This is an optimization exercise on Yosys and OpenROAD, whose aim is small area, not a production implementation.
Only simulation tests tie the RTL to the original design; equivalence was not proved.
Power is estimated from default activity; no workload was simulated.

File: flow/design.v
module slpc_aoi222 (
    input  wire a1, a2, b1, b2, c1, c2,
    output wire y
);
    assign y = ~((a1 & a2) | (b1 & b2) | (c1 & c2));
endmodule
module slpc_oai22 (
    input  wire a1, a2, b1, b2,
    output wire y
);
    assign y = ~((a1 | a2) & (b1 | b2));
endmodule
module slpc_ha (
    input  wire a, b,
    output wire s, c
);
    assign s = a ^ b;
    assign c = a & b;
endmodule
module slpc (
    input  wire        clk,
    input  wire        rst_n,
    input  wire        bus_sel,
    input  wire        bus_we,
    input  wire [8:0]  bus_addr,
    input  wire [31:0] bus_wdata,
    output wire [31:0] bus_rdata,
    input  wire        line_i,
    output wire        line_o
);
    localparam [31:0] SYNC_MARK_US   = 32'd2400;
    localparam [31:0] ONE_MARK_US    = 32'd1200;
    localparam [31:0] ZERO_MARK_US   = 32'd600;
    localparam [31:0] DELIM_US       = 32'd600;
    localparam [31:0] WORD_GAP_US    = 32'd30000;
    localparam [31:0] LINE_READY_US  = 32'd1000;
    localparam [31:0] IDLE_POLL_US   = 32'd10;
    localparam [31:0] IDLE_TOTAL_US  = 32'd20000;
    localparam [31:0] RX_PULSE_TO_US = 32'd55000;
    localparam [31:0] RX_TIMEOUT_US  = 32'd60000;
    localparam [15:0] SYNC_LO = 16'd2000, SYNC_HI = 16'd2880;
    localparam [15:0] ONE_LO  = 16'd1000, ONE_HI  = 16'd1440;
    localparam [15:0] ZERO_LO = 16'd500,  ZERO_HI = 16'd720;
    localparam [15:0] M_SYNC  = SYNC_MARK_US[15:0] - 16'd1;
    localparam [15:0] M_ONE   = ONE_MARK_US[15:0] - 16'd1;
    localparam [15:0] M_ZERO  = ZERO_MARK_US[15:0] - 16'd1;
    localparam [15:0] M_DELIM = DELIM_US[15:0] - 16'd1;
    localparam [15:0] M_TOTAL = IDLE_TOTAL_US[15:0];
    localparam [15:0] M_GAP   = WORD_GAP_US[15:0] - 16'd1;
    localparam [15:0] M_RXTO  = RX_TIMEOUT_US[15:0] - 16'd1;
    localparam [15:0] M_WIN   = RX_PULSE_TO_US[15:0] - 16'd1;
    localparam [9:0]  M_READY = LINE_READY_US[9:0] - 10'd1;
    localparam [2:0] OP_NOP = 3'h0, OP_WAIT_IDLE = 3'h1, OP_TX_SYNC = 3'h2,
                     OP_TX_BYTE = 3'h3, OP_TX_FRAME = 3'h4, OP_SEND = 3'h5,
                     OP_RECEIVE = 3'h6;
    localparam [2:0] PH_NONE = 3'd0, PH_IDLE = 3'd1, PH_TX = 3'd2,
                     PH_PAD = 3'd3, PH_RX = 3'd4;
    localparam [1:0] RX_WAITSYNC = 2'd0, RX_ACCUM = 2'd1, RX_DONE = 2'd2;
    localparam [1:0] SUB_WAIT_LOW = 2'd0, SUB_WAIT_EDGE = 2'd1, SUB_IN_PULSE = 2'd2;
    localparam [2:0] CL_NONE = 3'd0, CL_SYNC = 3'd1, CL_ONE = 3'd2,
                     CL_ZERO = 3'd3, CL_NOISE = 3'd4;
    reg          presc;
    reg          sync1, sync2;
    reg          drive_a;
    reg  [2:0]   cur_op;                   
    reg  [2:0]   phase;
    reg          line_st;
    reg          done, rx_timeout, idle_timeout, pad_early;
    reg          err_busy, err_op, err_len;
    reg  [31:0]  idle_cnt;
    reg          idle_ge;                  
    reg  [7:0]   arg_l;
    reg  [4:0]   len_l;                    
    reg  [15:0]  tmr;
    reg  [15:0]  sub;
    reg          tx_in_sync, tx_mark;
    reg  [7:0]   tx_pos;                   
    reg  [1:0]   rx_sub;
    reg  [15:0]  rx_width;
    reg  [4:0]   rx_count;
    reg  [1:0]   rx_state;
    reg  [2:0]   rx_bitidx;
    reg  [7:0]   rx_acc;
    reg  [15:0]  last_width;
    reg  [2:0]   last_class;
    reg  [7:0]   txq [0:31];               
    reg  [7:0]   rxq [0:15];               
    reg  [3:0]   rot_hi;                   
    reg          tx_bitval;                
    wire         busy = |cur_op;
    wire         tick = presc;
    wire         l_a  = ~sync2;
    assign line_o = ~(rst_n & drive_a);
    wire ph_idle = (phase == PH_IDLE);
    wire ph_tx   = (phase == PH_TX);
    wire ph_pad  = (phase == PH_PAD);
    wire ph_rx   = (phase == PH_RX);
    wire op_send = (cur_op == OP_SEND);
    wire [31:0] idle_sum;
    wire [32:0] idle_c;
    wire [15:0] tmr_sum, sub_sum, width_sum;
    wire [16:0] tmr_c, sub_c, width_c;
    wire        w_inc;
    assign idle_c[0]  = tick;
    assign tmr_c[0]   = tick;
    assign sub_c[0]   = tick;
    assign width_c[0] = w_inc;
    genvar gc;
    generate
        for (gc = 0; gc < 32; gc = gc + 1) begin : g_idle_inc
            slpc_ha u_ha (.a(idle_cnt[gc]), .b(idle_c[gc]), .s(idle_sum[gc]), .c(idle_c[gc + 1]));
        end
        for (gc = 0; gc < 16; gc = gc + 1) begin : g_inc
            slpc_ha u_tmr   (.a(tmr[gc]),      .b(tmr_c[gc]),   .s(tmr_sum[gc]),   .c(tmr_c[gc + 1]));
            slpc_ha u_sub   (.a(sub[gc]),      .b(sub_c[gc]),   .s(sub_sum[gc]),   .c(sub_c[gc + 1]));
            slpc_ha u_width (.a(rx_width[gc]), .b(width_c[gc]), .s(width_sum[gc]), .c(width_c[gc + 1]));
        end
    endgenerate
    wire        idle_sat = idle_c[32];     
    wire        idle_now = ~l_a & (idle_ge | (idle_cnt[9:0] == M_READY));
    wire        poll0      = (sub[3:0] == 4'd0);
    wire        poll9      = sub[3] & sub[0];
    wire        idle_total = (tmr & M_TOTAL) == M_TOTAL;
    wire        idle_end   = poll0 & (idle_now | idle_total);
    wire        idle_to    = poll0 & ~idle_now & idle_total;
    wire        gap_filled = (tmr >= M_GAP);
    wire        rx_to      = (tmr & M_RXTO) == M_RXTO;
    wire        win_to     = (sub & M_WIN) == M_WIN;
    wire [4:0]  tx_byte = tx_pos[7:3];
    wire [2:0]  tx_bit  = ~tx_pos[2:0];
    wire        op_byte = (cur_op == OP_TX_BYTE);
    wire [4:0]  rot     = {rot_hi, presc};
    wire        tx_cur  = op_byte ? arg_l[tx_bit] : tx_bitval;
    wire        seg_sync  = (sub & M_SYNC)  == M_SYNC;
    wire        seg_one   = (sub & M_ONE)   == M_ONE;
    wire        seg_zero  = (sub & M_ZERO)  == M_ZERO;
    wire        seg_delim = (sub & M_DELIM) == M_DELIM;
    wire        tx_seg_end = !tx_mark ? seg_delim :
                             tx_in_sync ? seg_sync :
                             tx_cur ? seg_one : seg_zero;
    wire        tx_last_pos = (tx_pos[2:0] == 3'd7) &&
                              (op_byte ? (tx_byte == 5'd0) : (tx_byte + 5'd1 == len_l));
    wire        tx_last  = tx_seg_end && !tx_mark &&
                           (tx_in_sync ? (cur_op == OP_TX_SYNC) : tx_last_pos);
    wire        send_end = gap_filled || l_a;
    wire        pad_end = poll9 && (gap_filled || l_a);
    wire        rx_deliver = (rx_sub == SUB_IN_PULSE) && !l_a;
    function [2:0] classify(input [15:0] w);
        if (w >= SYNC_LO && w <= SYNC_HI)       classify = CL_SYNC;
        else if (w >= ONE_LO && w <= ONE_HI)    classify = CL_ONE;
        else if (w >= ZERO_LO && w <= ZERO_HI)  classify = CL_ZERO;
        else                                    classify = CL_NOISE;
    endfunction
    wire [2:0]  rx_class     = classify(rx_width);
    wire        rx_bit       = (rx_class == CL_ONE);
    wire        rx_accum     = rx_deliver && (rx_state == RX_ACCUM);
    wire        rx_byte_done = rx_accum && (rx_bitidx == 3'd7);
    wire        rx_to_done   = rx_byte_done && (rx_count + 5'd1 == len_l);
    wire        rx_end       = (rx_state == RX_DONE) || rx_to_done || rx_to;
    reg fin_ph;
    always @* begin
        case (phase)
            PH_IDLE: fin_ph = idle_end && (cur_op == OP_WAIT_IDLE);
            PH_TX:   fin_ph = tx_last && (!op_send || send_end);
            PH_PAD:  fin_ph = pad_end;
            PH_RX:   fin_ph = rx_end;
            default: fin_ph = 1'b0;
        endcase
    end
    wire fin_tick  = tick && fin_ph;
    wire busy_post = busy && !fin_tick;
    wire tx_start  = tick && ph_idle && idle_end && op_send;
    wire [6:0]  waddr    = bus_addr[8:2];
    wire        wr       = bus_sel && bus_we;
    wire        wr_cmd   = wr && (waddr == 7'h00);
    wire        wr_stat  = wr && (waddr == 7'h01);
    wire        wr_txbuf = wr && (waddr[6:5] == 2'b10);
    wire [3:0]  c_op  = bus_wdata[3:0];
    wire [7:0]  c_arg = bus_wdata[15:8];
    wire [5:0]  c_len = bus_wdata[21:16];
    reg         c_len_ok;
    always @* begin
        case (c_op)
            4'h4:    c_len_ok = (c_len >= 6'd1) && (c_len <= 6'd32);
            4'h5:    c_len_ok = (c_len >= 6'd2) && (c_len <= 6'd4);
            4'h6:    c_len_ok = (c_len <= 6'd16);
            default: c_len_ok = 1'b1;
        endcase
    end
    wire        c_valid  = (c_op != 4'h0);
    wire        c_accept = wr_cmd && c_valid && !busy_post && (c_op < 4'h7) && c_len_ok;
    wire        rx_clr   = c_accept && (c_op == 4'h6);
    wire        txbuf_locked = busy_post && (cur_op == OP_TX_FRAME || op_send);
    genvar gi, gb;
    wire [4:0]  tx_slot = waddr[4:0] - rot;          
    wire        tx_we   = wr_txbuf && !txbuf_locked;
    wire [7:0]  tx_wd   = bus_wdata[7:0] & {8{rst_n}};
    generate
        for (gi = 0; gi < 32; gi = gi + 1) begin : g_tx
            wire       en = !rst_n || (tx_we && (tx_slot == ((gi + 1) % 32)));
            wire [7:0] wx = (gi % 2 == 0) ? ~tx_wd : tx_wd;
            wire [7:0] d;
            for (gb = 0; gb < 8; gb = gb + 1) begin : g_b
                slpc_oai22 u_st (.a1(txq[(gi + 1) % 32][gb]), .a2(en),
                                 .b1(wx[gb]), .b2(!en), .y(d[gb]));
            end
            always @(posedge clk) txq[gi] <= d;
        end
    endgenerate
    always @(posedge clk) begin
        if (!rst_n) rot_hi <= 4'd0;
        else        rot_hi <= rot_hi + {3'd0, presc};
        if (rot == tx_byte) tx_bitval <= txq[0][tx_bit];
    end
    wire        presc_nx = rst_n && !presc;
    wire        rx_we    = tick && ph_rx && rx_byte_done;
    wire        rx_zero  = !rst_n || rx_clr;
    wire [7:0]  rx_wd    = {rx_acc[7:1], rx_bit} & {8{!rx_zero}};
    wire [7:0]  rx_wx    = ~(rx_wd ^ {8{presc_nx}});
    generate
        for (gi = 0; gi < 16; gi = gi + 1) begin : g_rx
            wire       en = rx_zero || (rx_we && rx_count[3:0] == gi);
            wire [7:0] d;
            for (gb = 0; gb < 8; gb = gb + 1) begin : g_b
                slpc_oai22 u_st (.a1(rxq[gi][gb]), .a2(en),
                                 .b1(rx_wx[gb]), .b2(!en), .y(d[gb]));
            end
            always @(posedge clk) rxq[gi] <= d;
        end
    endgenerate
    wire tmr_clr = c_accept || tx_start;
    wire sub_clr = c_accept ||
                   (tick && (((ph_idle || ph_pad) && poll9) || tx_start ||
                             (ph_tx && tx_seg_end) ||
                             (ph_rx && (rx_deliver || win_to))));
    wire w_start = tick && ph_rx && (rx_sub == SUB_WAIT_EDGE) && l_a;
    assign w_inc = tick && ph_rx && (rx_sub == SUB_IN_PULSE) && l_a;
    always @(posedge clk) begin
        tmr      <= tmr_clr ? 16'd0 : tmr_sum;
        sub      <= sub_clr ? 16'd0 : sub_sum;
        rx_width <= w_start ? 16'd1 : width_sum;
        if (!rst_n || (tick && l_a)) idle_cnt <= 32'd0;
        else                         idle_cnt <= idle_sum | {32{idle_sat}};
    end
    always @(posedge clk) begin
        if (!rst_n) begin
            presc        <= 1'b0;
            sync1        <= 1'b1;
            sync2        <= 1'b1;
            drive_a      <= 1'b0;
            line_st      <= 1'b0;
            cur_op       <= OP_NOP;
            done         <= 1'b0;
            rx_timeout   <= 1'b0;
            idle_timeout <= 1'b0;
            pad_early    <= 1'b0;
            phase        <= PH_NONE;
            err_busy     <= 1'b0;
            err_op       <= 1'b0;
            err_len      <= 1'b0;
            idle_ge      <= 1'b0;
            rx_count     <= 5'd0;
            rx_state     <= RX_WAITSYNC;
            rx_bitidx    <= 3'd0;
            rx_acc       <= 8'd0;
            last_width   <= 16'd0;
            last_class   <= CL_NONE;
        end else begin
            sync1 <= line_i;
            sync2 <= sync1;
            presc <= ~presc;
            if (tick) begin
                line_st  <= l_a;
                idle_ge  <= idle_now;
                drive_a  <= ph_tx && tx_mark;
                case (phase)
                    PH_IDLE: begin
                        if (idle_end) begin
                            if (idle_to) idle_timeout <= 1'b1;
                            if (op_send) begin
                                phase      <= PH_TX;
                                tx_in_sync <= 1'b1;
                                tx_mark    <= 1'b1;
                                tx_pos     <= 8'd0;
                            end
                        end
                    end
                    PH_TX: begin
                        if (tx_seg_end) begin
                            if (tx_mark) begin
                                tx_mark <= 1'b0;
                            end else begin
                                tx_in_sync <= 1'b0;
                                tx_mark    <= 1'b1;
                                if (!tx_in_sync) tx_pos <= tx_pos + 8'd1;
                            end
                        end
                        if (tx_last && op_send) begin
                            if (!gap_filled && l_a) pad_early <= 1'b1;
                            if (!send_end) phase <= PH_PAD;
                        end
                    end
                    PH_PAD: begin
                        if (poll9 && !gap_filled && l_a) pad_early <= 1'b1;
                    end
                    PH_RX: begin
                        case (rx_sub)
                            SUB_WAIT_LOW:  if (!l_a) rx_sub <= SUB_WAIT_EDGE;
                            SUB_WAIT_EDGE: if (l_a)  rx_sub <= SUB_IN_PULSE;
                            default:       if (!l_a) rx_sub <= SUB_WAIT_EDGE;
                        endcase
                        if (rx_deliver) begin
                            last_width <= rx_width;
                            last_class <= rx_class;
                            if (rx_state == RX_WAITSYNC) begin
                                if (rx_class == CL_SYNC) rx_state <= RX_ACCUM;
                            end else if (rx_state == RX_ACCUM) begin
                                rx_bitidx <= rx_bitidx + 3'd1;
                                if (rx_bitidx == 3'd7) begin
                                    rx_count <= rx_count + 5'd1;
                                    rx_acc   <= 8'd0;
                                    if (rx_to_done) rx_state <= RX_DONE;
                                end else begin
                                    rx_acc[~rx_bitidx] <= rx_bit;
                                end
                            end
                        end else if (win_to) begin
                            rx_sub <= l_a ? SUB_WAIT_LOW : SUB_WAIT_EDGE;
                        end
                        if (!(rx_state == RX_DONE || rx_to_done) && rx_to)
                            rx_timeout <= 1'b1;
                    end
                    default: ;
                endcase
                if (fin_ph) begin
                    cur_op <= OP_NOP;
                    phase  <= PH_NONE;
                    done   <= 1'b1;
                end
            end
            if (wr_cmd && c_valid) begin
                if (busy_post)            err_busy <= 1'b1;
                else if (c_op >= 4'h7)    err_op   <= 1'b1;
                else if (!c_len_ok)       err_len  <= 1'b1;
            end
            if (c_accept) begin
                cur_op       <= c_op[2:0];
                done         <= 1'b0;
                rx_timeout   <= 1'b0;
                idle_timeout <= 1'b0;
                pad_early    <= 1'b0;
                arg_l        <= c_arg;
                len_l        <= c_len[4:0];
                tx_in_sync   <= (c_op != 4'h3);
                tx_mark      <= 1'b1;
                tx_pos       <= 8'd0;
                case (c_op)
                    4'h1, 4'h5: phase <= PH_IDLE;
                    4'h2, 4'h3, 4'h4: phase <= PH_TX;
                    default: begin  
                        phase      <= PH_RX;
                        rx_count   <= 5'd0;
                        rx_bitidx  <= 3'd0;
                        rx_acc     <= 8'd0;
                        rx_state   <= (c_len == 6'd0) ? RX_DONE : RX_WAITSYNC;
                        rx_sub     <= SUB_WAIT_LOW;
                        last_width <= 16'd0;
                        last_class <= CL_NONE;
                    end
                endcase
            end
            if (wr_stat) begin
                if (bus_wdata[16]) err_busy <= 1'b0;
                if (bus_wdata[17]) err_op   <= 1'b0;
                if (bus_wdata[18]) err_len  <= 1'b0;
            end
            if (wr_txbuf && txbuf_locked) err_busy <= 1'b1;
        end
    end
    wire        rd    = bus_sel && !bus_we;
    wire        rd_tx = rd && (waddr[6:5] == 2'b10);
    wire        rd_rx = rd && (waddr[6:4] == 3'b110);
    wire [31:0] status = {13'd0, err_len, err_op, err_busy, 1'b0, phase,
                          pad_early, idle_timeout, rx_timeout, done,
                          1'b0, cur_op, 1'b0, idle_ge, line_st, busy};
    wire [31:0] rxstat = {8'd0, rx_acc, 1'b0, rx_bitidx, 2'd0, rx_state,
                          3'd0, rx_count};
    wire [31:0] rxpulse = {13'd0, last_class, last_width};
    wire [19:0] te_s;
    wire [7:0]  te_d [0:19];
    wire [15:0] to_s;
    wire [7:0]  to_d [0:15];
    wire [15:0] tr_s;
    wire [7:0]  tr_d [0:15];
    generate
        for (gi = 0; gi < 16; gi = gi + 1) begin : g_rs
            assign te_s[gi] = rd_tx && (tx_slot == 2 * gi);
            assign te_d[gi] = txq[2 * gi];
            assign to_s[gi] = rd_tx && (tx_slot == 2 * gi + 1);
            assign to_d[gi] = txq[2 * gi + 1];
            assign tr_s[gi] = rd_rx && (waddr[3:0] == gi);
            assign tr_d[gi] = rxq[gi];
        end
    endgenerate
    assign te_s[16] = rd && (waddr == 7'h01);  assign te_d[16] = status[7:0];
    assign te_s[17] = rd && (waddr == 7'h02);  assign te_d[17] = rxstat[7:0];
    assign te_s[18] = rd && (waddr == 7'h03);  assign te_d[18] = idle_cnt[7:0];
    assign te_s[19] = rd && (waddr == 7'h12);  assign te_d[19] = rxpulse[7:0];
    wire [7:0]  rd_lo;
    generate
        for (gb = 0; gb < 8; gb = gb + 1) begin : g_rb
            wire [5:0] ye;
            wire [5:0] yo;
            wire [5:0] yr;
            for (gi = 0; gi < 5; gi = gi + 1) begin : g_a
                slpc_aoi222 u_e (
                    .a1(te_d[3*gi][gb]),     .a2(te_s[3*gi]),
                    .b1(te_d[3*gi + 1][gb]), .b2(te_s[3*gi + 1]),
                    .c1(te_d[3*gi + 2][gb]), .c2(te_s[3*gi + 2]),
                    .y(ye[gi]));
                slpc_aoi222 u_o (
                    .a1(to_d[3*gi][gb]),     .a2(to_s[3*gi]),
                    .b1(to_d[3*gi + 1][gb]), .b2(to_s[3*gi + 1]),
                    .c1(to_d[3*gi + 2][gb]), .c2(to_s[3*gi + 2]),
                    .y(yo[gi]));
                slpc_aoi222 u_r (
                    .a1(tr_d[3*gi][gb]),     .a2(tr_s[3*gi]),
                    .b1(tr_d[3*gi + 1][gb]), .b2(tr_s[3*gi + 1]),
                    .c1(tr_d[3*gi + 2][gb]), .c2(tr_s[3*gi + 2]),
                    .y(yr[gi]));
            end
            slpc_aoi222 u_e5 (
                .a1(te_d[15][gb]), .a2(te_s[15]),
                .b1(te_d[16][gb]), .b2(te_s[16]),
                .c1(te_d[17][gb]), .c2(te_s[17]),
                .y(ye[5]));
            wire ye6 = ~((te_d[18][gb] & te_s[18]) | (te_d[19][gb] & te_s[19]));
            assign yo[5] = ~(to_d[15][gb] & to_s[15]);
            assign yr[5] = ~(tr_d[15][gb] & tr_s[15]);
            wire e_or = ~(&ye) | ~ye6;
            wire o_or = ~(&yo);
            wire r_or = ~(&yr);
            assign rd_lo[gb] = e_or | (rd_tx && tx_slot[0] && !o_or) |
                               (rd_rx && (r_or ^ presc));
        end
    endgenerate
    reg [31:0] rd_rest;
    always @* begin
        rd_rest = 32'd0;
        if (rd) begin
            case (waddr)
                7'h01: rd_rest = {status[31:8], 8'd0};
                7'h02: rd_rest = {rxstat[31:8], 8'd0};
                7'h03: rd_rest = {idle_cnt[31:8], 8'd0};
                7'h04: rd_rest = SYNC_MARK_US;
                7'h05: rd_rest = ONE_MARK_US;
                7'h06: rd_rest = ZERO_MARK_US;
                7'h07: rd_rest = DELIM_US;
                7'h08: rd_rest = WORD_GAP_US;
                7'h09: rd_rest = LINE_READY_US;
                7'h0A: rd_rest = IDLE_POLL_US;
                7'h0B: rd_rest = IDLE_TOTAL_US;
                7'h0C: rd_rest = RX_PULSE_TO_US;
                7'h0D: rd_rest = RX_TIMEOUT_US;
                7'h0E: rd_rest = {SYNC_HI, SYNC_LO};
                7'h0F: rd_rest = {ONE_HI, ONE_LO};
                7'h10: rd_rest = {ZERO_HI, ZERO_LO};
                7'h12: rd_rest = {rxpulse[31:8], 8'd0};
                default: rd_rest = 32'd0;
            endcase
        end
    end
    assign bus_rdata = rd_rest | {24'd0, rd_lo};
endmodule
File: flow/flow/run.sh
#!/bin/bash
# The standard ORFS layout (the standard.sh, standard synthesis unchanged) with
# two layout options: input/output port buffers use sky130_fd_sc_hd__buf_1, and the
# clock tree is built without dummy loads, with larger sink clusters.
# ORFS writes each step's full log under orfs/logs/; make's own output goes to
# standard.log in this folder.
set -e
cat >> config.mk <<'EOF'
export BUFFER_PORTS_ARGS = -buffer_cell sky130_fd_sc_hd__buf_1
export CTS_ARGS = -sink_clustering_enable -repair_clock_nets -dont_use_dummy_load -sink_clustering_size 24 -sink_clustering_max_diameter 80
EOF
bash standard.sh > standard.log 2>&1
File: flow/standard.sh
#!/bin/bash
# synth_recipe.tcl (not shown) runs the flow's synth.tcl, then flattens the netlist and writes it again
# the make line also repeats each setting of config.mk as NAME=value (left out here)
make -C /OpenROAD-flow-scripts/flow DESIGN_CONFIG=/design/flow/config.mk WORK_HOME=/design/flow/orfs CLKGATE_MAP_FILE= SYNTH_SCRIPT=/design/flow/synth_recipe.tcl "${@:-finish}"
File: flow/config.mk
export PLATFORM = sky130hd
export DESIGN_NAME = slpc
export DESIGN_NICKNAME = slpc
export VERILOG_FILES = /design/flow/design.v
export SDC_FILE = /design/flow/constraint.sdc
export NUM_CORES = 4
export LEC_CHECK = 0
export CAP_MARGIN = 20
export CORE_MARGIN = 2
export CORE_UTILIZATION = 55
export GPL_TIMING_DRIVEN = 0
export SLEW_MARGIN = 20
export SYNTH_HIERARCHICAL = 1
export SYNTH_MINIMUM_KEEP_SIZE = 0
export BUFFER_PORTS_ARGS = -buffer_cell sky130_fd_sc_hd__buf_1
export CTS_ARGS = -sink_clustering_enable -repair_clock_nets -dont_use_dummy_load -sink_clustering_size 24 -sink_clustering_max_diameter 80
File: flow/constraint.sdc
create_clock -name core_clock -period 10.0 [get_ports {clk}]
set_input_delay 2.0000 -clock core_clock [delete_from_list [all_inputs] [get_ports {clk}]]
set_output_delay 2.0000 -clock core_clock [all_outputs]
set_load 0.01 [all_outputs]
==> results.toml, run 1 <==
[pwr]
powerDensity_mw_per_mm2 = 172
p_leak_nw = 8.84
ir_drop_mv = 0.158

[timing]
worst_pin_slew_ns = 1.20
fin_crit_ns = 9.59
slew_headroom_pct = 18.1
tns_ns = 0
finalHoldViolCount = 0
period_share_pct = 95.9
maxSlewViolCount = 0
max_clock_freq_mhz = 104
finalSetupViolCount = 0
clock_skew_ns = 0.0478
rsz0062_at_grt = "no"

[grt]
grt_max_degree = 25
gr-total-overflow = 0
grt_usage_pct = 36.6
grt_pass1_vias = 19800
antenna_found_initial = 2
grt_first_pass_wirelength_mm = 119

[yosys]
synth_edf_count = 26
async_flop_share_pct = 0
yosysWarningCount = 11
synth_area_mm2 = 0.0224
ys_seq_area_share_pct = 50.3
ys_seq_elements = 550
synthDistinctLibCells = 78
syn_inst = 2272
syn_avg_cell_area_um2 = 9.87
synth_ff_type = "dfxtp_1"

[critical_path]
end_kind = "output port"
ff2ff_path_depth = 35
critPathArrivalTime_ns = 7.59
r2r-start = "presc"
startpoint_type = "input pin"
required_ns = 8.00
reg2reg_slack_ns = 2.62
r2r-end = "idle_cnt[29]"
crit_fanout = 10
worstSetupPathType = "input pin to output port"

[place]
hpwl_mm = 57.1
io_buffer_count = 63
gp_congestion = 1.01
dp_cells = 2866

[route]
drtPass1Iterations = 10
first_iter_violations = 2761
drc = 0
wire_per_inst_um = 27.2
wl_mm = 78.8
postRouteAntennaNets = 0
via_per_inst = 7.11
vias = 20600

[floorplanning]
dieArea_mm2 = 0.0424
start_util_pct = 56.1
core-area_mm2 = 0.0400
ios = 79
rows = 73
fp.dieH_um = 206
die_x_um = 206

[final_layout]
fin_util_pct = 60.3
drive_above_1_share_pct = 2.95
final_cells = 2897
fill_cells = 3512
mostFrequentLayoutCell = "dfxtp_1"
area_growth_pct = 7.61
multi_input_area_mm2 = 0.0107
register_area_mm2 = 0.0113
final_cell_mix = "dfxtp_1, o22ai_1, nor2_1, a222oi_1, nand2_1"
nNetsFinal = 2518

[job]
drv_cap = 0

[worst_hold_path]
hold_end = "sync2"
hold_class = "register to register"
worstHoldStart = "sync1"
holdPathStages = 1

[run_status]
status = "no timing/DRC/antenna violations"

[cts]
h-tree-depth = 1
cts-buffers-inserted = 30
clock_sinks = 550
clock-root-buffer = "clkbuf_16"
cts_tree = "built"
cts_resized = 0
cts_hold_buf = 0
clk_pin_slew_ns = 0.07
cts_setup_buffers = 0
clk_latency_ns = 0.62
cts_max_path_buffers = 3
## modules after synthesis (local to each module, per instance)
module       cell area [um^2]  cells
slpc_ha                  12.5      1
slpc                    17700   1680
slpc_aoi222              10.0      1
slpc_oai22               6.26      1
## how the worst max path moves through the flow
stage                start      endpoint  slack, ns  depth (start not counted)
6_report       bus_addr[2]  bus_rdata[6]       0.41                         18
5_1_grt        bus_addr[2]  bus_rdata[2]       0.34                         18
4_1_cts        bus_addr[2]  bus_rdata[2]       0.76                         18
3_5_place_dp   bus_addr[2]  bus_rdata[2]       0.79                         18
3_3_place_gp   bus_addr[2]  bus_rdata[6]       0.77                         18
2_1_floorplan  bus_addr[2]  bus_rdata[1]       2.76                         17
## where the power goes
| part | switching [mW] | internal [mW] | leakage (nW) |
|---|---|---|---|
| clock network | 0.698 | 0.531 | 0.370 |
| registers | 0.124 | 2.39 | 4.61 |
| logic | 0.265 | 0.141 | 3.86 |
| total | 1.09 | 3.07 | 8.84 |
## synthesized netlist by cell type, types with 26 or more instances
| master | count | area, um^2 |
|---|---|---|
| nor2b_1 | 32 | 200 |
| edfxtp_1 | 26 | 781 |
| nand2_1 | 129 | 484 |
| dfxtp_1 | 524 | 10500 |
| o22ai_1 | 388 | 2430 |
| and2_1 | 48 | 300 |
| ha_1 | 98 | 1230 |
| clkbuf_1 | 64 | 240 |
| nor2_1 | 175 | 657 |
| o21ai_0 | 84 | 420 |
| inv_1 | 39 | 146 |
| nand3_1 | 56 | 280 |
| a31oi_1 | 31 | 194 |
| a21oi_1 | 72 | 360 |
| o21a_1 | 35 | 263 |
| nor3_1 | 37 | 185 |
| a222oi_1 | 135 | 1350 |
| xnor2_1 | 33 | 289 |
## sequential cells by signal, indices dropped and copies added, names as in the netlist, 2 cells and up
| name | count |
|---|---|
| rx_acc | 8 |
| rx_state | 2 |
| rxq | 128 |
| idle_cnt | 32 |
| sub | 16 |
| arg_l | 8 |
| rx_width | 16 |
| cur_op | 3 |
| last_width | 16 |
| rot_hi | 4 |
| tx_pos | 8 |
| rx_bitidx | 3 |
| txq | 256 |
| last_class | 3 |
| rx_count | 5 |
| tmr | 16 |
| phase | 3 |
| rx_sub | 2 |
| len_l | 5 |
## per-stage QoR
step                      setup WS [ns]  power, mW  cell area (um^2)  hold slack, ns
after global routing              0.341       4.29             24100           0.423
after CTS                         0.762       4.15             24100           0.417
after detailed placement          0.790       2.95             23400           0.408
after floorplan                    2.76       2.79             22400           0.386
final                             0.407       4.15             24100           0.416
after global placement            0.767       2.93             23300           0.393
## kinds of logic (layout without fill, tap and decap cells)
family | after synthesis | count (layout) | synth area share, %
adders and majority gates | 99 | 99 | 5.56
xor gates and xnor gates | 48 | 48 | 1.87
other | 1 | 6 | 0.0167
and+or+nand+nor | 588 | 588 | 12.9
DFF | 550 | 550 | 50.3
buffers and inverters | 125 | 220 | 2.23
AOI/OAI and AO/OA | 849 | 849 | 26.4
muxes | 12 | 12 | 0.770
## metal layers
| layer | up-vias | GRT usage, % | wire (um) |
|---|---|---|---|
| met5 | - | 0 | 11 |
| met4 | 2 | 12.6 | 3180 |
| met3 | 216 | 7.43 | 8010 |
| met2 | 1215 | 59.5 | 35700 |
| met1 | 9993 | 48.6 | 32000 |
| li1 | 9176 | - | - |
## critical path, stage by stage
cell and delay (ns):
clkbuf_1 0.43, clkinv_1 0.52, ha_1 0.36, inv_1 0.09, fa_1 0.25, a21o_1 0.13, a21oi_1 0.10, xnor2_1 0.16
nand2_1 0.26, clkbuf_1 0.45, nor2_1 0.28, a222oi_1 0.81, and4_1 0.42, nand3_1 0.25, a221oi_1 0.35, o21ai_0 0.19
a211o_1 0.38, buf_1 0.15
## cell type report
class / instances / share of cell area (%)
diodes: 1 / 0.0104
plain buffers: 83 / 1.42
clock buffers: 30 / 3.11
inverters: 42 / 0.653
multi-input cells: 1601 / 44.3
flip-flops and latches: 550 / 46.7
well taps: 525 / 2.72
repair buffers: 65 / 1.04
==> run 2: changes to the inputs <==
==> flow/flow/run.sh (replaced) <==
#!/bin/bash
# The standard ORFS layout (the standard.sh, standard synthesis unchanged) with
# layout options: input/output port buffers use sky130_fd_sc_hd__buf_1, the clock
# tree is built without dummy loads and with larger sink clusters, and the buffers
# that synthesis inserted are removed at floorplan (repair_design re-buffers as needed).
# ORFS writes each step's full log under orfs/logs/; make's own output goes to
# standard.log in this folder.
set -e
cat >> config.mk <<'EOF'
export BUFFER_PORTS_ARGS = -buffer_cell sky130_fd_sc_hd__buf_1
export CTS_ARGS = -sink_clustering_enable -repair_clock_nets -dont_use_dummy_load -sink_clustering_size 24 -sink_clustering_max_diameter 80
export REMOVE_ABC_BUFFERS = 1
EOF
bash standard.sh > standard.log 2>&1
--- a/flow/config.mk
+++ b/flow/config.mk
@@ -14,3 +14,4 @@
 export SYNTH_MINIMUM_KEEP_SIZE = 0
 export BUFFER_PORTS_ARGS = -buffer_cell sky130_fd_sc_hd__buf_1
 export CTS_ARGS = -sink_clustering_enable -repair_clock_nets -dont_use_dummy_load -sink_clustering_size 24 -sink_clustering_max_diameter 80
+export REMOVE_ABC_BUFFERS = 1
==> results.toml, run 2 <==
[job]
drv_cap = 0

[yosys]
synth-simple-area-share_pct = 12.9
synth_ff_type = "dfxtp_1"
synth_edf_count = 26
synthAdderAreaFrac_pct = 5.56
synth.area.top_cells = "dfxtp_1, o22ai_1, a222oi_1"
synth-compound-area-share_pct = 26.4
yosys.area.top_type = "dfxtp_1"
synthDistinctLibCells = 78
ys_seq_area_share_pct = 50.3
synth_area_mm2 = 0.0224
synth_top_family_by_area = "compound AO/OA/AOI/OAI gates"
yosys.area_share.xor_xnor_pct = 1.87
syn_inst = 2272
syn_avg_cell_area_um2 = 9.87
synthTopCellsByCount = "dfxtp_1, o22ai_1, nor2_1"
ys_seq_elements = 550
synth_top_area_share_pct = 46.8
yosysWarningCount = 11
async_flop_share_pct = 0
synth_most_common_cell = "dfxtp_1"
synth_mux_area_share_pct = 0.770

[cts]
cts_hold_buf = 0
cts_resized = 0
h-tree-depth = 1
cts_max_path_buffers = 3
clock-root-buffer = "clkbuf_16"
cts_setup_buffers = 0
cts_tree = "built"
clk_pin_slew_ns = 0.10
clock_sinks = 550
clk_latency_ns = 0.63
cts-buffers-inserted = 30

[timing]
rsz0062_at_grt = "no"
clock_skew_ns = 0.0726
max_clock_freq_mhz = 107
worst_pin_slew_ns = 1.23
slew_headroom_pct = 17.3
tns_ns = 0
period_share_pct = 93.8
fin_crit_ns = 9.38
finalHoldViolCount = 0
finalSetupViolCount = 0
maxSlewViolCount = 0

[critical_path]
end_kind = "output port"
critPathMaxStageDelay_ns = 0.69
required_ns = 8.00
crit_fanout = 18
slowest_stage = "a222oi_1"
cpMostUsedCell = "buf_1"
crit_path_cell_trace = "buf_1 > clkinv_1 > ha_1 > inv_1 > fa_1 > a21o_1 > a21oi_1 > xor2_1 > nand2_1 > nor2_1 > a222oi_1 > nand4_1 > a211o_1 > a221oi_1 > o211ai_1 > buf_1"
startpoint_type = "input pin"
critPathArrivalTime_ns = 7.38
worstSetupPathType = "input pin to output port"

[grt]
grt_max_degree = 49
antenna_found_initial = 2
grt_first_pass_wirelength_mm = 111
grt_pass1_vias = 18700
grt_usage_pct = 34.1
gr-total-overflow = 0

[floorplanning]
core-area_mm2 = 0.0400
ios = 79
dieArea_mm2 = 0.0424
start_util_pct = 56.1
rows = 73
fp.dieH_um = 206
die_x_um = 206

[route]
wl_mm = 73.5
via_per_inst = 7.03
first_iter_violations = 2819
wire_per_inst_um = 26.0
postRouteAntennaNets = 0
drtPass1Iterations = 10
drc = 0
vias = 19800

[place]
hpwl_mm = 52.5
gp_congestion = 0.920
io_buffer_count = 66

[final_layout]
diodes = 0
reg_top3 = "txq x256, rxq x128, idle_cnt x32"
fin_util_pct = 59.8
drive_above_1_share_pct = 3.31
area_growth_pct = 6.76
nNetsFinal = 2445
regMostFlops = "txq"
final_cell_mix = "dfxtp_1, o22ai_1, nor2_1, a222oi_1, nand2_1"
largest_reg_flops = 256
mostFrequentLayoutCell = "dfxtp_1"
fill_cells = 3528

[pwr]
p_leak_nw = 8.76
ir_drop_mv = 0.136
powerDensity_mw_per_mm2 = 173

[run_status]
status = "no timing/DRC/antenna violations"

[worst_hold_path]
hold_class = "register to register"
run 2: report_power, final:
part	total, mW	internal, mW	switching, mW
logic	0.393	0.140	0.253
clock network	1.23	0.530	0.700
registers	2.52	2.39	0.122
run 2: per-stage QoR:
stage | power, mW | cells | setup slack [ns] | hold WS, ns | area (um^2)
after global routing | 4.29 | 2823 | 0.386 | 0.424 | 23900
after floorplan | 2.77 | 2193 | 3.07 | 0.386 | 22100
after detailed placement | 2.94 | 2792 | 0.780 | 0.398 | 23200
final | 4.14 | 2823 | 0.615 | 0.409 | 23900
after global placement | 2.92 | 2784 | 0.799 | 0.392 | 23000
after CTS | 4.14 | 2822 | 0.777 | 0.407 | 23900
run 2: kinds of logic (layout without fill, tap and decap cells):
family,count (synthesis),count (layout)
xor gates and xnor gates,48,48
AOI/OAI and AO/OA,849,849
other,1,5
and+or+nand+nor,588,588
adders and majority gates,99,99
buffers and inverters,125,147
muxes,12,12
DFF,550,550
run 2: final cells by class:
cell class | instances | area, um^2 | share of cell area (%)
Sequential cell | 550 | 11300 | 47.1
Inverter | 42 | 158 | 0.659
Tap cell | 525 | 657 | 2.74
Clock buffer | 30 | 751 | 3.14
Multi-Input combinational cell | 1601 | 10700 | 44.8
Timing Repair Buffer | 75 | 373 | 1.56
run 2: modules after synthesis, one instance, submodules excluded:
module,copies in the design,flip-flops and latches,cells inside,area [um^2]
slpc_oai22,384,0,1,6.26
slpc,1,550,1680,17700
slpc_ha,80,0,1,12.5
slpc_aoi222,128,0,1,10.0
run 2: worst paths after layout:
check	startpoint	end	slack, ns	depth (start not counted)
hold / removal	txq[24][0]	txq[23][0]	0.41	1
hold reg to reg	txq[24][0]	txq[23][0]	0.41	1
setup reg to reg	presc	idle_cnt[0]	2.66	35
setup / recovery	bus_addr[2]	bus_rdata[7]	0.62	16
run 2: critical path: cells and delay by family:
kind                       cells  cell delay, ns
and+or+nand+nor                3            1.26
AOI/OAI and AO/OA              6            1.86
buffers and inverters          4            1.43
adders and majority gates      2            0.60
xor gates and xnor gates       1            0.20
run 2: layer usage:
| metal | vias to the layer above | track usage (%) | wire [um] |
|---|---|---|---|
| met3 | 137 | 5.82 | 7390 |
| li1 | 9004 | - | - |
| met4 | 4 | 11.8 | 2670 |
| met5 | - | 0 | 27 |
| met1 | 9612 | 49.0 | 31400 |
| met2 | 1075 | 51.9 | 32100 |
==> run 3: changes to the inputs <==
==> flow/flow/run.sh (replaced) <==
#!/bin/bash
# The standard ORFS layout (the standard.sh, standard synthesis unchanged) with
# layout options: input/output port buffers use sky130_fd_sc_hd__buf_1, the clock
# tree is built without dummy loads and with larger sink clusters, and the buffers
# that synthesis inserted are removed at floorplan (repair_design re-buffers as needed), and
# gates off the critical paths are downsized after global routing.
# ORFS writes each step's full log under orfs/logs/; make's own output goes to
# standard.log in this folder.
set -e
cat >> config.mk <<'EOF'
export BUFFER_PORTS_ARGS = -buffer_cell sky130_fd_sc_hd__buf_1
export CTS_ARGS = -sink_clustering_enable -repair_clock_nets -dont_use_dummy_load -sink_clustering_size 24 -sink_clustering_max_diameter 80
export REMOVE_ABC_BUFFERS = 1
export RECOVER_POWER = 100
export MATCH_CELL_FOOTPRINT = 0
EOF
bash standard.sh > standard.log 2>&1
--- a/flow/config.mk
+++ b/flow/config.mk
@@ -15,3 +15,5 @@
 export BUFFER_PORTS_ARGS = -buffer_cell sky130_fd_sc_hd__buf_1
 export CTS_ARGS = -sink_clustering_enable -repair_clock_nets -dont_use_dummy_load -sink_clustering_size 24 -sink_clustering_max_diameter 80
 export REMOVE_ABC_BUFFERS = 1
+export RECOVER_POWER = 100
+export MATCH_CELL_FOOTPRINT = 0
==> results.toml, run 3 <==
[yosys]
synth.area.top_cells = "dfxtp_1, o22ai_1, a222oi_1"
synth-compound-area-share_pct = 26.4
yosys.area_share.xor_xnor_pct = 1.87
ys_seq_area_share_pct = 50.3
synth_top_family_by_area = "compound AO/OA/AOI/OAI gates"
synth_most_common_cell = "dfxtp_1"
synth_top_area_share_pct = 46.8
syn_inst = 2272
synth_edf_count = 26
synth-simple-area-share_pct = 12.9
yosys.area.top_type = "dfxtp_1"
synth_mux_area_share_pct = 0.770
yosysWarningCount = 11
ys_seq_elements = 550
synth_ff_type = "dfxtp_1"
synth_area_mm2 = 0.0224
syn_avg_cell_area_um2 = 9.87
synthTopCellsByCount = "dfxtp_1, o22ai_1, nor2_1"
async_flop_share_pct = 0
synthAdderAreaFrac_pct = 5.56
synthDistinctLibCells = 78

[grt]
use_met2_pct = 51.9
met1_usage_pct = 49.0
gr-total-overflow = 0
grtUsageMet3_pct = 5.82
grt_first_pass_wirelength_mm = 111
grt_most_used_layer = "met2"
grt_pass1_vias = 18700
antenna_found_initial = 2
grt_usage_pct = 34.1
grt_max_degree = 49

[cts]
cts_hold_buf = 0
cts_resized = 0
clock_sinks = 550
clock-root-buffer = "clkbuf_16"
cts_tree = "built"
clk_pin_slew_ns = 0.10
cts_max_path_buffers = 3
cts-buffers-inserted = 30
h-tree-depth = 1
cts_setup_buffers = 0
clk_latency_ns = 0.63

[run_status]
violatedChecks = "capacitance limit, slew limit"
status = "complete, but fails checks"

[route]
via_per_inst = 7.06
drtPass1Iterations = 10
postRouteAntennaNets = 0
first_iter_violations = 2759
drc = 0
wl_mm = 73.6
vias = 19900
wire_per_inst_um = 26.1

[floorplanning]
ios = 79
dieArea_mm2 = 0.0424
fp.dieH_um = 206
die_x_um = 206
rows = 73
core-area_mm2 = 0.0400
start_util_pct = 56.1

[critical_path]
crit_path_cell_trace = "clkbuf_1 > clkinv_1 > ha_1 > inv_1 > fa_1 > a21o_1 > a21oi_1 > xor2_1 > nand2_1 > nor2_1 > a222oi_1 > nand4_1 > a211o_1 > a221oi_1 > o211ai_1 > buf_1"
critPathArrivalTime_ns = 7.42
startpoint_type = "input pin"
crit_fanout = 18
slowest_stage = "a222oi_1"
critPathMaxStageDelay_ns = 0.84
worstSetupPathType = "input pin to output port"
end_kind = "output port"
required_ns = 8.00

[timing]
slew_headroom_pct = -202
finalSetupViolCount = 0
period_share_pct = 94.2
fin_crit_ns = 9.42
max_clock_freq_mhz = 106
worst_pin_slew_ns = 4.41
clock_skew_ns = 0.0734
maxSlewViolCount = 91
whs_ns = 0.410
rsz0062_at_grt = "no"
finalHoldViolCount = 0
tns_ns = 0

[place]
hpwl_mm = 52.5
gp_congestion = 0.920
io_buffer_count = 66

[final_layout]
reg_top3 = "txq x256, rxq x128, idle_cnt x32"
fill_cells = 3549
nNetsFinal = 2445
diodes = 0
area_growth_pct = 6.18
largest_reg_flops = 256
drive_above_1_share_pct = 2.48
regMostFlops = "txq"
mostFrequentLayoutCell = "dfxtp_1"
final_cell_mix = "dfxtp_1, o22ai_1, nor2_1, a222oi_1, nand2_1"

[pwr]
p_leak_nw = 8.69
ir_drop_mv = 0.136
powerDensity_mw_per_mm2 = 174

[worst_hold_path]
hold_class = "register to register"

[job]
drv_cap = 3
[run 3: cell types whose count changed in the layout (fill, tap and decap cells not counted), moves of 2 or more]
cell,delta
nand3_2,-2
nand3_1,+2
and2_1,-34
buf_2,-3
o21ai_0,+8
clkbuf_1,+11
buf_1,-4
o21ai_1,-8
buf_12,-2
and2_0,+34
[run 3: report_power, final]
part	switching, mW	total [mW]	internal, mW
combinational	0.252	0.388	0.136
sequential	0.121	2.51	2.39
clock	0.702	1.23	0.530
[run 3: path summary, 6_finish.rpt]
check,from,end,slack [ns],cells past startpoint
worst max register to register,rx_count[0],last_class[2],1.49,11
worst max-delay path,bus_addr[2],bus_rdata[4],0.58,16
worst min register to register,txq[24][0],txq[23][0],0.41,1
worst min-delay path,txq[24][0],txq[23][0],0.41,1
[run 3: worst max-delay path: cells and delay by family]
kind / cells / cell delay, ns
buf+inv: 4 / 1.41
simple gates: 3 / 1.22
fa+ha+maj: 2 / 0.60
compound gates: 6 / 1.95
xor+xnor: 1 / 0.20
[run 3: kinds of logic (layout without fill, tap and decap cells)]
group                    Yosys count  count (layout)
AO/OA/AOI/OAI                    849             849
XOR/XNOR                          48              48
adder cells (fa/ha/maj)           99              99
buffers and inverters            125             147
flip-flops                       550             550
multiplexers                      12              12
other                              1               5
AND/OR/NAND/NOR                  588             588
[run 3: metrics by stage]
step                      power [mW]  setup WS, ns  cells  util [%]  instance area (um^2)
after floorplan                 2.77          3.07   2193         -                 22100
after global placement          2.92         0.799   2784      57.5                 23000
after detailed placement        2.94         0.780   2792      57.9                 23200
after CTS                       4.14         0.777   2822      59.8                 23900
after global routing            4.28         0.234   2823      59.5                 23800
final                           4.14         0.579   2823      59.5                 23800
[run 3: layout make-up]
| class | count | area (um^2) | area share [%] |
|---|---|---|---|
| inverter | 42 | 158 | 0.662 |
| multi-input combinational | 1601 | 10700 | 44.8 |
| sequential | 550 | 11300 | 47.3 |
| clock buffer | 30 | 751 | 3.15 |
| timing repair buffer | 75 | 305 | 1.28 |
| tap | 525 | 657 | 2.76 |
[run 3: metal layers]
layer	vias up	wire length, um
met3	151	7280
li1	9027	-
met5	-	27
met2	1106	31900
met1	9656	31500
met4	4	2880
[run 3: modules after synthesis, one instance, submodules excluded]
module | cells | cell area [um^2] | copies in the design | flops+latches
slpc_aoi222 | 1 | 10.0 | 128 | 0
slpc | 1680 | 17700 | 1 | 550
slpc_ha | 1 | 12.5 | 80 | 0
slpc_oai22 | 1 | 6.26 | 384 | 0
==> run 4: changes to the inputs <==
==> flow/flow/run.sh (replaced) <==
#!/bin/bash
# The standard ORFS layout (the standard.sh, standard synthesis unchanged) with
# layout options: input/output port buffers use sky130_fd_sc_hd__buf_1, the clock
# tree is built without dummy loads and with larger sink clusters, and the buffers
# that synthesis inserted are removed at floorplan (repair_design re-buffers as needed).
# ORFS writes each step's full log under orfs/logs/; make's own output goes to
# standard.log in this folder.
set -e
cat >> config.mk <<'EOF'
export BUFFER_PORTS_ARGS = -buffer_cell sky130_fd_sc_hd__buf_1
export CTS_ARGS = -sink_clustering_enable -repair_clock_nets -dont_use_dummy_load -buf_list sky130_fd_sc_hd__clkbuf_8 -sink_clustering_size 16 -sink_clustering_max_diameter 60
export REMOVE_ABC_BUFFERS = 1
EOF
bash standard.sh > standard.log 2>&1
--- a/flow/config.mk
+++ b/flow/config.mk
@@ -13,7 +13,5 @@
 export SYNTH_HIERARCHICAL = 1
 export SYNTH_MINIMUM_KEEP_SIZE = 0
 export BUFFER_PORTS_ARGS = -buffer_cell sky130_fd_sc_hd__buf_1
-export CTS_ARGS = -sink_clustering_enable -repair_clock_nets -dont_use_dummy_load -sink_clustering_size 24 -sink_clustering_max_diameter 80
+export CTS_ARGS = -sink_clustering_enable -repair_clock_nets -dont_use_dummy_load -buf_list sky130_fd_sc_hd__clkbuf_8 -sink_clustering_size 16 -sink_clustering_max_diameter 60
 export REMOVE_ABC_BUFFERS = 1
-export RECOVER_POWER = 100
-export MATCH_CELL_FOOTPRINT = 0
==> results.toml, run 4 <==
[yosys]
syn_avg_cell_area_um2 = 9.87
synthDistinctLibCells = 78
yosys.area.top_type = "dfxtp_1"
yosysWarningCount = 11
synth_top_area_share_pct = 46.8
synth_most_common_cell = "dfxtp_1"
synth_ff_type = "dfxtp_1"
syn_inst = 2272
synth_area_mm2 = 0.0224
synth.area.top_cells = "dfxtp_1, o22ai_1, a222oi_1"
synthTopCellsByCount = "dfxtp_1, o22ai_1, nor2_1"
ys_seq_elements = 550
ys_seq_area_share_pct = 50.3
synth_edf_count = 26
async_flop_share_pct = 0

[route]
wire_per_inst_um = 26.0
drtPass1Iterations = 8
vias = 20000
first_iter_violations = 2887
wl_mm = 73.9
postRouteAntennaNets = 0
drc = 0
via_per_inst = 7.04

[cts]
cts_max_path_buffers = 3
cts_resized = 0
clock_sinks = 550
clk_latency_ns = 0.68
clock-root-buffer = "clkbuf_8"
h-tree-depth = 2
cts-buffers-inserted = 44
cts_tree = "built"
clk_pin_slew_ns = 0.11
cts_setup_buffers = 0
cts_hold_buf = 0

[floorplanning]
start_util_pct = 56.1
dieArea_mm2 = 0.0424
fp.dieH_um = 206
core-area_mm2 = 0.0400
die_x_um = 206
rows = 73
ios = 79

[final_layout]
nNetsFinal = 2458
fill_cells = 3545
final_cell_mix = "dfxtp_1, o22ai_1, nor2_1, a222oi_1, nand2_1"
fin_area_mm2 = 0.0238
area_growth_pct = 6.11
regMostFlops = "txq"
reg_top3 = "txq x256, rxq x128, idle_cnt x32"
largest_reg_flops = 256
drive_above_1_share_pct = 3.85
register_area_mm2 = 0.0113
mostFrequentLayoutCell = "dfxtp_1"
multi_input_area_mm2 = 0.0107

[timing]
period_share_pct = 94.2
finalSetupViolCount = 0
max_clock_freq_mhz = 106
slew_headroom_pct = 17.4
worst_pin_slew_ns = 1.23
fin_crit_ns = 9.42
rsz0062_at_grt = "no"
maxSlewViolCount = 0
tns_ns = 0
clock_skew_ns = 0.0723
whs_ns = 0.395
finalHoldViolCount = 0

[place]
hpwl_mm = 52.5
gp_congestion = 0.920
io_buffer_count = 66
postPlaceCellArea_mm2 = 0.0232

[critical_path]
critPathArrivalTime_ns = 7.42
crit_buf_inv = 4
slowest_stage = "a222oi_1"
critPathTopFamily = "compound AO/OA/AOI/OAI gates"
required_ns = 8.00
worstSetupPathType = "input pin to output port"
critPathMaxStageDelay_ns = 0.80
crit_fanout = 18
startpoint_type = "input pin"
cpMostUsedCell = "buf_1"
crit_path_cell_trace = "buf_1 > clkinv_1 > ha_1 > inv_1 > fa_1 > a21o_1 > a21oi_1 > xnor2_1 > nand2_1 > nor2_1 > a222oi_1 > and4_1 > nand3_1 > a221oi_1 > o21ai_0 > a211o_1 > buf_1"
end_kind = "output port"

[grt]
grt_pass1_vias = 18800
antenna_found_initial = 3
grt_max_degree = 49
grt_usage_pct = 34.4
gr-total-overflow = 0
grt_first_pass_wirelength_mm = 111

[pwr]
p_leak_nw = 8.70
powerDensity_mw_per_mm2 = 169
finalPower_mw = 4.01
ir_drop_mv = 0.122

[run_status]
status = "no timing/DRC/antenna violations"

[job]
drv_cap = 0

[worst_hold_path]
hold_class = "register to register"
==> run 4: path summary, 6_finish.rpt <==
| path | slack [ns] | depth (start not counted) | to | start |
|---|---|---|---|---|
| max | 0.58 | 17 | bus_rdata[6] | bus_addr[2] |
| min reg2reg | 0.40 | 1 | txq[23][0] | txq[24][0] |
| max reg2reg | 2.65 | 35 | idle_cnt[0] | presc |
| min | 0.40 | 1 | txq[23][0] | txq[24][0] |
==> run 4: kinds of logic (layout without fill, tap and decap cells) <==
logic type,Yosys count,count (layout),synth area share [%]
AND/OR/NAND/NOR,588,588,12.9
XOR/XNOR,48,48,1.87
other,1,7,0.0167
AO/OA/AOI/OAI,849,849,26.4
buffers and inverters,125,160,2.23
multiplexers,12,12,0.770
flip-flops,550,550,50.3
adder cells (fa/ha/maj),99,99,5.56
==> run 4: power by group <==
part	switching, mW	internal [mW]	total [mW]
Sequential	0.121	2.39	2.52
Combinational	0.253	0.140	0.393
Clock	0.708	0.395	1.10
==> run 4: worst register-to-register path, delay by kind of cell, from the launching register on <==
family,cells,cell delay [ns]
flip-flops,1,0.43
adder cells (fa/ha/maj),32,6.33
buffers and inverters,1,0.21
AND/OR/NAND/NOR,2,0.27
==> run 4: modules after synthesis (local to each module, per instance) <==
module	area [um^2]	cells inside
slpc_aoi222	10.0	1
slpc_ha	12.5	1
slpc_oai22	6.26	1
slpc	17700	1680
==> run 4: area by class of cell <==
cell class	instances	share of cell area, %
flip-flops and latches	550	47.4
multi-input cells	1601	45.1
well taps	525	2.76
clock buffers	44	2.55
repair buffers	74	1.55
inverters	42	0.663
diodes	2	0.0210
==> run 4: per-stage QoR <==
stage / util (%) / setup WS, ns / cells
floorplan: - / 3.07 / 2193
global placement: 57.5 / 0.799 / 2784
detailed placement: 57.9 / 0.780 / 2792
CTS: 59.4 / 0.778 / 2836
global route: 59.5 / 0.356 / 2837
finish: 59.5 / 0.578 / 2838
==> run 4: layer usage <==
layer	routed length (um)	track usage (%)
met2	31900	51.9
met1	31400	48.8
met4	2710	12.2
met3	7880	7.03
met5	32	0
==> run 5: changes to the inputs <==
--- a/flow/design.v
+++ b/flow/design.v
@@ -69,24 +69,28 @@
     reg          err_busy, err_op, err_len;
     reg  [31:0]  idle_cnt;
     reg          idle_ge;                  
-    reg  [7:0]   arg_l;
-    reg  [4:0]   len_l;                    
+    reg  [7:0]   argl;                     
     reg  [15:0]  tmr;
     reg  [15:0]  sub;
-    reg          tx_in_sync, tx_mark;
-    reg  [7:0]   tx_pos;                   
-    reg  [1:0]   rx_sub;
-    reg  [15:0]  rx_width;
+    reg  [1:0]   ms;
+    reg  [15:0]  wp;
     reg  [4:0]   rx_count;
     reg  [1:0]   rx_state;
     reg  [2:0]   rx_bitidx;
-    reg  [7:0]   rx_acc;
+    reg  [7:1]   rx_acc;                   
     reg  [15:0]  last_width;
     reg  [2:0]   last_class;
     reg  [7:0]   txq [0:31];               
     reg  [7:0]   rxq [0:15];               
     reg  [3:0]   rot_hi;                   
     reg          tx_bitval;                
+    wire         tx_in_sync = ms[1];
+    wire         tx_mark    = ms[0];
+    wire [1:0]   rx_sub     = ms;
+    wire [7:0]   tx_pos     = wp[7:0];
+    wire [15:0]  rx_width   = wp;
+    wire [7:0]   arg_l      = argl;
+    wire [4:0]   len_l      = argl[4:0];
     wire         busy = |cur_op;
     wire         tick = presc;
     wire         l_a  = ~sync2;
@@ -101,10 +105,11 @@
     wire [15:0] tmr_sum, sub_sum, width_sum;
     wire [16:0] tmr_c, sub_c, width_c;
     wire        w_inc;
+    wire        tx_inc;
     assign idle_c[0]  = tick;
     assign tmr_c[0]   = tick;
     assign sub_c[0]   = tick;
-    assign width_c[0] = w_inc;
+    assign width_c[0] = w_inc | tx_inc;
     genvar gc;
     generate
         for (gc = 0; gc < 32; gc = gc + 1) begin : g_idle_inc
@@ -113,7 +118,7 @@
         for (gc = 0; gc < 16; gc = gc + 1) begin : g_inc
             slpc_ha u_tmr   (.a(tmr[gc]),      .b(tmr_c[gc]),   .s(tmr_sum[gc]),   .c(tmr_c[gc + 1]));
             slpc_ha u_sub   (.a(sub[gc]),      .b(sub_c[gc]),   .s(sub_sum[gc]),   .c(sub_c[gc + 1]));
-            slpc_ha u_width (.a(rx_width[gc]), .b(width_c[gc]), .s(width_sum[gc]), .c(width_c[gc + 1]));
+            slpc_ha u_width (.a(wp[gc]),       .b(width_c[gc]), .s(width_sum[gc]), .c(width_c[gc + 1]));
         end
     endgenerate
     wire        idle_sat = idle_c[32];     
@@ -234,11 +239,16 @@
                              (ph_tx && tx_seg_end) ||
                              (ph_rx && (rx_deliver || win_to))));
     wire w_start = tick && ph_rx && (rx_sub == SUB_WAIT_EDGE) && l_a;
+    wire tx_go   = c_accept && (c_op == 4'h2 || c_op == 4'h3 || c_op == 4'h4);
+    wire wp_clr  = tx_go || tx_start;
+    assign tx_inc = tick && ph_tx && tx_seg_end && !tx_mark && !tx_in_sync;
     assign w_inc = tick && ph_rx && (rx_sub == SUB_IN_PULSE) && l_a;
     always @(posedge clk) begin
         tmr      <= tmr_clr ? 16'd0 : tmr_sum;
         sub      <= sub_clr ? 16'd0 : sub_sum;
-        rx_width <= w_start ? 16'd1 : width_sum;
+        if (wp_clr)       wp <= 16'd0;
+        else if (w_start) wp <= 16'd1;
+        else              wp <= width_sum;
         if (!rst_n || (tick && l_a)) idle_cnt <= 32'd0;
         else                         idle_cnt <= idle_sum | {32{idle_sat}};
     end
@@ -262,7 +272,7 @@
             rx_count     <= 5'd0;
             rx_state     <= RX_WAITSYNC;
             rx_bitidx    <= 3'd0;
-            rx_acc       <= 8'd0;
+            rx_acc       <= 7'd0;
             last_width   <= 16'd0;
             last_class   <= CL_NONE;
         end else begin
@@ -279,21 +289,14 @@
                             if (idle_to) idle_timeout <= 1'b1;
                             if (op_send) begin
                                 phase      <= PH_TX;
-                                tx_in_sync <= 1'b1;
-                                tx_mark    <= 1'b1;
-                                tx_pos     <= 8'd0;
+                                ms         <= 2'b11;
                             end
                         end
                     end
                     PH_TX: begin
                         if (tx_seg_end) begin
-                            if (tx_mark) begin
-                                tx_mark <= 1'b0;
-                            end else begin
-                                tx_in_sync <= 1'b0;
-                                tx_mark    <= 1'b1;
-                                if (!tx_in_sync) tx_pos <= tx_pos + 8'd1;
-                            end
+                            if (tx_mark) ms <= {tx_in_sync, 1'b0};
+                            else         ms <= 2'b01;
                         end
                         if (tx_last && op_send) begin
                             if (!gap_filled && l_a) pad_early <= 1'b1;
@@ -305,9 +308,9 @@
                     end
                     PH_RX: begin
                         case (rx_sub)
-                            SUB_WAIT_LOW:  if (!l_a) rx_sub <= SUB_WAIT_EDGE;
-                            SUB_WAIT_EDGE: if (l_a)  rx_sub <= SUB_IN_PULSE;
-                            default:       if (!l_a) rx_sub <= SUB_WAIT_EDGE;
+                            SUB_WAIT_LOW:  if (!l_a) ms <= SUB_WAIT_EDGE;
+                            SUB_WAIT_EDGE: if (l_a)  ms <= SUB_IN_PULSE;
+                            default:       if (!l_a) ms <= SUB_WAIT_EDGE;
                         endcase
                         if (rx_deliver) begin
                             last_width <= rx_width;
@@ -318,14 +321,14 @@
                                 rx_bitidx <= rx_bitidx + 3'd1;
                                 if (rx_bitidx == 3'd7) begin
                                     rx_count <= rx_count + 5'd1;
-                                    rx_acc   <= 8'd0;
+                                    rx_acc   <= 7'd0;
                                     if (rx_to_done) rx_state <= RX_DONE;
                                 end else begin
                                     rx_acc[~rx_bitidx] <= rx_bit;
                                 end
                             end
                         end else if (win_to) begin
-                            rx_sub <= l_a ? SUB_WAIT_LOW : SUB_WAIT_EDGE;
+                            ms <= l_a ? SUB_WAIT_LOW : SUB_WAIT_EDGE;
                         end
                         if (!(rx_state == RX_DONE || rx_to_done) && rx_to)
                             rx_timeout <= 1'b1;
@@ -349,21 +352,20 @@
                 rx_timeout   <= 1'b0;
                 idle_timeout <= 1'b0;
                 pad_early    <= 1'b0;
-                arg_l        <= c_arg;
-                len_l        <= c_len[4:0];
-                tx_in_sync   <= (c_op != 4'h3);
-                tx_mark      <= 1'b1;
-                tx_pos       <= 8'd0;
+                argl         <= (c_op == 4'h3) ? c_arg : {3'd0, c_len[4:0]};
                 case (c_op)
                     4'h1, 4'h5: phase <= PH_IDLE;
-                    4'h2, 4'h3, 4'h4: phase <= PH_TX;
+                    4'h2, 4'h3, 4'h4: begin
+                        phase <= PH_TX;
+                        ms    <= {(c_op != 4'h3), 1'b1};
+                    end
                     default: begin  
                         phase      <= PH_RX;
                         rx_count   <= 5'd0;
                         rx_bitidx  <= 3'd0;
-                        rx_acc     <= 8'd0;
+                        rx_acc     <= 7'd0;
                         rx_state   <= (c_len == 6'd0) ? RX_DONE : RX_WAITSYNC;
-                        rx_sub     <= SUB_WAIT_LOW;
+                        ms         <= SUB_WAIT_LOW;
                         last_width <= 16'd0;
                         last_class <= CL_NONE;
                     end
@@ -383,7 +385,7 @@
     wire [31:0] status = {13'd0, err_len, err_op, err_busy, 1'b0, phase,
                           pad_early, idle_timeout, rx_timeout, done,
                           1'b0, cur_op, 1'b0, idle_ge, line_st, busy};
-    wire [31:0] rxstat = {8'd0, rx_acc, 1'b0, rx_bitidx, 2'd0, rx_state,
+    wire [31:0] rxstat = {8'd0, rx_acc, 1'b0, 1'b0, rx_bitidx, 2'd0, rx_state,
                           3'd0, rx_count};
     wire [31:0] rxpulse = {13'd0, last_class, last_width};
     wire [19:0] te_s;
--- a/flow/config.mk
+++ b/flow/config.mk
@@ -7,7 +7,7 @@
 export LEC_CHECK = 0
 export CAP_MARGIN = 20
 export CORE_MARGIN = 2
-export CORE_UTILIZATION = 55
+export CORE_UTILIZATION = 65
 export GPL_TIMING_DRIVEN = 0
 export SLEW_MARGIN = 20
 export SYNTH_HIERARCHICAL = 1
==> results.toml, run 5 <==
[route]
via_per_inst = 7.35
drtPass1Iterations = 13
vias = 20200
drc = 0
wire_per_inst_um = 26.8
postRouteAntennaNets = 0
wl_mm = 73.6
first_iter_violations = 3287

[timing]
slew_headroom_pct = 20.6
rsz0062_at_grt = "no"
tns_ns = 0
clock_skew_ns = 0.0879
finalSetupViolCount = 0
finalHoldViolCount = 0
whs_ns = 0.424
period_share_pct = 97.2
fin_crit_ns = 9.72
worst_pin_slew_ns = 1.18
max_clock_freq_mhz = 103
maxSlewViolCount = 0

[pwr]
powerDensity_mw_per_mm2 = 168
ir_drop_mv = 0.154
finalPower_mw = 3.92
p_leak_nw = 8.96

[final_layout]
drive_above_1_share_pct = 4.23
area_growth_pct = 5.39
regMostFlops = "txq"
final_cell_mix = "dfxtp_1, o22ai_1, nor2_1, a222oi_1, ha_1"
nNetsFinal = 2446
fin_area_mm2 = 0.0234
final_cells = 2744
largest_reg_flops = 256
reg_top3 = "txq x256, rxq x128, idle_cnt x32"
mostFrequentLayoutCell = "dfxtp_1"

[cts]
cts_resized = 0
clk_latency_ns = 0.66
clock_sinks = 534
cts_setup_buffers = 0
h-tree-depth = 2
clk_pin_slew_ns = 0.10
cts-buffers-inserted = 42
clock-root-buffer = "clkbuf_8"
cts_hold_buf = 0
cts_max_path_buffers = 3
cts_tree = "built"

[place]
io_buffer_count = 66
hpwl_mm = 51.4
dp_cells = 2701
gp_congestion = 1.03
postPlaceCellArea_mm2 = 0.0228

[critical_path]
r2r-start = "presc"
end_kind = "output port"
required_ns = 8.00
startpoint_type = "input pin"
r2r-end = "idle_cnt[21]"
critPathArrivalTime_ns = 7.72
reg2reg_slack_ns = 2.76
ff2ff_path_depth = 35
worstSetupPathType = "input pin to output port"
crit_fanout = 18

[floorplanning]
die_x_um = 189
ios = 79
core-area_mm2 = 0.0335
dieArea_mm2 = 0.0356
start_util_pct = 66.1
fp.dieH_um = 189
rows = 67

[grt]
antenna_found_initial = 2
grt_first_pass_wirelength_mm = 111
grt_max_degree = 52
gr-total-overflow = 0
grt_pass1_vias = 19000
grt_usage_pct = 40.1

[yosys]
synth_area_mm2 = 0.0222
ys_seq_area_share_pct = 48.7
yosys.area.top_type = "dfxtp_1"
synth_ff_type = "dfxtp_1"
synth_edf_count = 11
async_flop_share_pct = 0
synth.area.top_cells = "dfxtp_1, o22ai_1, a222oi_1"
syn_inst = 2260
syn_avg_cell_area_um2 = 9.81
synthDistinctLibCells = 89
synth_top_area_share_pct = 47.2
ys_seq_elements = 534
yosysWarningCount = 11
synth_most_common_cell = "dfxtp_1"
synthTopCellsByCount = "dfxtp_1, o22ai_1, nor2_1"

[job]
drv_cap = 0

[worst_hold_path]
hold_class = "register to register"
holdPathStages = 1
worstHoldStart = "sync1"
hold_end = "sync2"

[run_status]
status = "no timing/DRC/antenna violations"
## run 5: power by group
part           total [mW]  internal (mW)  switching (mW)  leakage [nW]
clock network        1.06          0.378           0.678         0.302
logic               0.413          0.147           0.266          4.21
registers            2.45           2.32           0.129          4.45
## run 5: layout make-up
type / instances / area (um^2)
Timing Repair Buffer: 74 / 362
Multi-Input combinational cell: 1586 / 10800
Clock buffer: 42 / 578
Tap cell: 448 / 561
Inverter: 59 / 221
Fill cell: 2610 / 10200
Antenna cell: 1 / 2.50
Sequential cell: 534 / 10800
## run 5: how the worst max path moves through the flow
stage | from | endpoint | slack, ns | depth (start not counted)
after floorplan | bus_addr[2] | bus_rdata[1] | 3.05 | 16
after global placement | bus_addr[2] | bus_rdata[6] | 0.60 | 18
after detailed placement | bus_addr[2] | bus_rdata[6] | 0.52 | 18
after CTS | bus_addr[2] | bus_rdata[6] | 0.50 | 18
after global routing | bus_addr[2] | bus_rdata[2] | 0.16 | 18
final | bus_addr[2] | bus_rdata[2] | 0.28 | 18
## run 5: per-module statistics from Yosys (local to each module, per instance)
module,cells,cell area (um^2),times used
slpc,1668,17500,1
slpc_ha,1,12.5,80
slpc_aoi222,1,10.0,128
slpc_oai22,1,6.26,384
## run 5: cell families (layout without fill, tap and decap cells)
family,count (synthesis),after routing,synth area share (%)
AO/OA/AOI/OAI,813,813,25.9
XOR/XNOR,39,39,1.54
AND/OR/NAND/NOR,582,582,13.1
buffers and inverters,144,175,2.62
multiplexers,44,44,2.26
other,1,6,0.0169
adder cells (fa/ha/maj),103,103,5.84
flip-flops,534,534,48.7
## run 5: per-layer routing
metal	track usage [%]	share of wire, %	vias up
met5	0	0.018	-
met4	22.4	6.0	2
met3	8.92	11	304
met2	62.6	45	1390
met1	51.6	38	9552
li1	-	-	8929
## run 5: critical path, stage by stage
cell	delay [ns]
buf_1	0.60
clkinv_1	0.53
ha_1	0.35
inv_1	0.08
fa_1	0.20
a21o_1	0.11
a21oi_1	0.09
xnor2_1	0.35
inv_1	0.11
nand2_1	0.51
nor2_1	0.35
a222oi_1	0.95
and4_1	0.36
nand3_1	0.18
a221oi_1	0.25
o21ai_0	0.16
a211o_1	0.37
buf_1	0.14
## run 5: metrics by stage
| stage | setup WS [ns] | utilization (%) |
|---|---|---|
| 6_report | 0.283 | 69.7 |
| 2_1_floorplan | 3.05 | - |
| 5_1_grt | 0.156 | 69.7 |
| 3_3_place_gp | 0.599 | 67.5 |
| 4_1_cts | 0.496 | 69.7 |
| 3_5_place_dp | 0.521 | 68.0 |

## separate check: timing with driven ports
The flow's constraints put no driver on any port. The routed layouts listed below were extracted and timed again, unchanged, in two steps. Step 1, drivers: a clkbuf_16 drives clk and a buf_2 each remaining input, both assumed. Step 2, shift: input delay + t, output delay - t, t = (earliest + latest rising clock arrival at the registers) / 2. This alone moves slack from input paths to output paths. Slacks: ideal / step 1 / step 2; pairs: ideal / step 1.
run	t, ns	setup WS [ns]	worst setup path at the end
run 1	0.657	0.407 / 0.381 / 0.381	input to output
run 2	0.652	0.615 / 0.553 / 0.553	input to output
run 3	0.653	0.579 / 0.516 / 0.092	input to register
run 4	0.703	0.578 / 0.517 / 0.517	input to output
run 5	0.666	0.283 / 0.244 / 0.244	input to output
For run 3, which loses most, drivers alone change the setup slack by -0.063 ns; drivers and shift together by -0.487 ns.
